Background: an optimization exercise with open tools, aiming at small area. Do not read the settings as production practice.
The RTL was checked by simulation tests, not by an equivalence proof against the original design.
No activity file was given, so power comes from the tool's default toggle rates.

## pepper
==> flow/design.v (excerpt) <==
module koki_h74 (
    input  wire        clk,
    input  wire        rst,
    input  wire        cmd_we,
    input  wire [31:0] cmd,
    output wire [35:0] res,
    output wire [1:0]  status      
);
    reg  [19:0] m_q;
    reg         grid_q, inv_q, ill_q;
    wire [19:0] m_d;
    wire        grid_d, inv_d, ill_d;
    koki_core u_core (
        .cmd_we(cmd_we), .cmd(cmd),
        .m_q(m_q), .grid_q(grid_q), .inv_q(inv_q), .ill_q(ill_q),
        .m_d(m_d), .grid_d(grid_d), .inv_d(inv_d), .ill_d(ill_d),
        .res(res), .status(status)
    );
    always @(posedge clk) begin
        if (rst) begin
            m_q    <= 20'd0;
            grid_q <= 1'b0;
            inv_q  <= 1'b0;
            ill_q  <= 1'b0;
        end else begin
            m_q    <= m_d;
            grid_q <= grid_d;
            inv_q  <= inv_d;
            ill_q  <= ill_d;
        end
    end
endmodule
Size: about 23 flip-flops, ~73 I/O pins, about 3500 sq um of cells after synthesis.
Settings: LEC_CHECK=0, ABC_AREA=1, CAP_MARGIN=20, CORE_MARGIN=2, CORE_UTILIZATION=35, GPL_TIMING_DRIVEN=0, SLEW_MARGIN=20, SYNTH_MEMORY_MAX_BITS=32768; clock period 7.0 ns.
standard.sh (not shown) runs the stock make flow with config.mk's settings and CLKGATE_MAP_FILE= SYNTH_SCRIPT=/design/flow/synth_recipe.tcl, a recipe that flattens the netlist after the stock synthesis.
==> flow/flow/run.sh <==
#!/bin/bash
# Own layout flow: the standard layout (standard.sh) with
#  - synthesis by flow/synth.tcl: the standard flow's synthesis script, but ABC maps
#    for area (flow/abc.script) and no adder cells are extracted;
#  - the port buffers that global placement inserts made from buf_1.
# Registers, their names and cell types are those of the standard synthesis.
set -euo pipefail
HERE=$(pwd)
export OWN_ABC_SCRIPT="$HERE/flow/abc.script"
export BUFFER_PORTS_ARGS="-buffer_cell sky130_fd_sc_hd__buf_1"
bash standard.sh SYNTH_SCRIPT="$HERE/flow/synth.tcl" ADDER_MAP_FILE= finish > standard.log 2>&1
==> flow/flow/abc.script <==
strash
dch -f
map -D 3500
topo
stime -c
==> flow/flow/synth.tcl <==
# The standard flow's synthesis script (synth_recipe.tcl) with two changes: every abc
# call maps with the area-oriented script flow/abc.script, and the caller
# sets ADDER_MAP_FILE empty so no half/full adder cells are extracted.
proc synth {args} { yosys synth -nofsm -noshare {*}$args }
proc abc {args} {
  set i [lsearch -exact $args -script]
  if { $i >= 0 } {
    set args [lreplace $args [expr {$i + 1}] [expr {$i + 1}] $::env(OWN_ABC_SCRIPT)]
  }
  yosys abc {*}$args
}
source $::env(SCRIPTS_DIR)/synth.tcl
# left out here: clear keep_hierarchy, flatten, clean up, hide names made inside functions, write 1_2_yosys.v
> inputs changed (pepper -> juniper)
==> flow/run.sh (new file) <==
#!/bin/bash
# synth_recipe.tcl (not shown) runs the flow's synth.tcl, then flattens the netlist and writes it again
# the make line also repeats each setting of config.mk as NAME=value (left out here)
make -C /OpenROAD-flow-scripts/flow DESIGN_CONFIG=/design/flow/config.mk WORK_HOME=/design/flow/orfs CLKGATE_MAP_FILE= SYNTH_SCRIPT=/design/flow/synth_recipe.tcl finish
diff --git a/flow/config.mk b/flow/config.mk
--- a/flow/config.mk
+++ b/flow/config.mk
@@ -10,5 +10,4 @@
 export CORE_MARGIN = 2
 export CORE_UTILIZATION = 35
-export GPL_TIMING_DRIVEN = 0
 export SLEW_MARGIN = 20
 export SYNTH_MEMORY_MAX_BITS = 32768
removed: flow/flow/run.sh
removed: flow/flow/abc.script
removed: flow/flow/synth.tcl
removed: flow/standard.sh
Findings:
Diff pepper -> juniper: number of sinks handled by clock tree synthesis shows no meaningful change; minimum clock period shows a reduction of 18 ps.
What juniper reported for area of the mapped netlist has to be multiplied by 0.853 to get the figure for pepper.
juniper has via count above what pepper had.
Of pepper and juniper, the run reporting the higher simple-gate share of the synthesized area was pepper.
Compared with pepper, juniper shows a synthesized cell count that is 10% higher.
pepper has higher worst hold slack than juniper.
The total nets after synthesis number comes out higher for juniper vs pepper.
Relative to pepper, final cell count has gone up in juniper.
Compared to pepper, juniper has total power draw 26% higher.
Sum of buffers and inverters on the critical path: higher on pepper

port drivers added, routing unchanged:
The flow's constraints put no driver on any port. The routed layouts listed below were extracted and timed again, unchanged, in two steps.
Step 1: set_driving_cell puts a clkbuf_16 on clk and a buf_2 on each other input, an assumption about the parent block.
Step 2 times the ports against the registers' clock, not the clock port: input delays grow and output delays shrink by t, the midpoint of the rising clock arrivals with the driver on.
a / b / c = ideal ports / drivers / drivers and shift; a / b = the first two.
run | shift t [ns] | slack for setup (ns) | hold slack, ns | latest minus earliest clock arrival (ns) | worst data-port slew with drivers (ns)
pepper | 0.293 | 0.530 / 0.534 / 0.241 | 0.495 / 0.495 / 0.495 | 0.001 / 0.002 | 0.04
juniper | 0.294 | 0.548 / 0.562 / 0.268 | 0.479 / 0.479 / 0.479 | 0.006 / 0.006 | 0.04
After both steps every run listed still meets setup and hold. For pepper, which loses most, drivers alone change the setup slack by +0.004 ns; drivers and shift together by -0.289 ns.
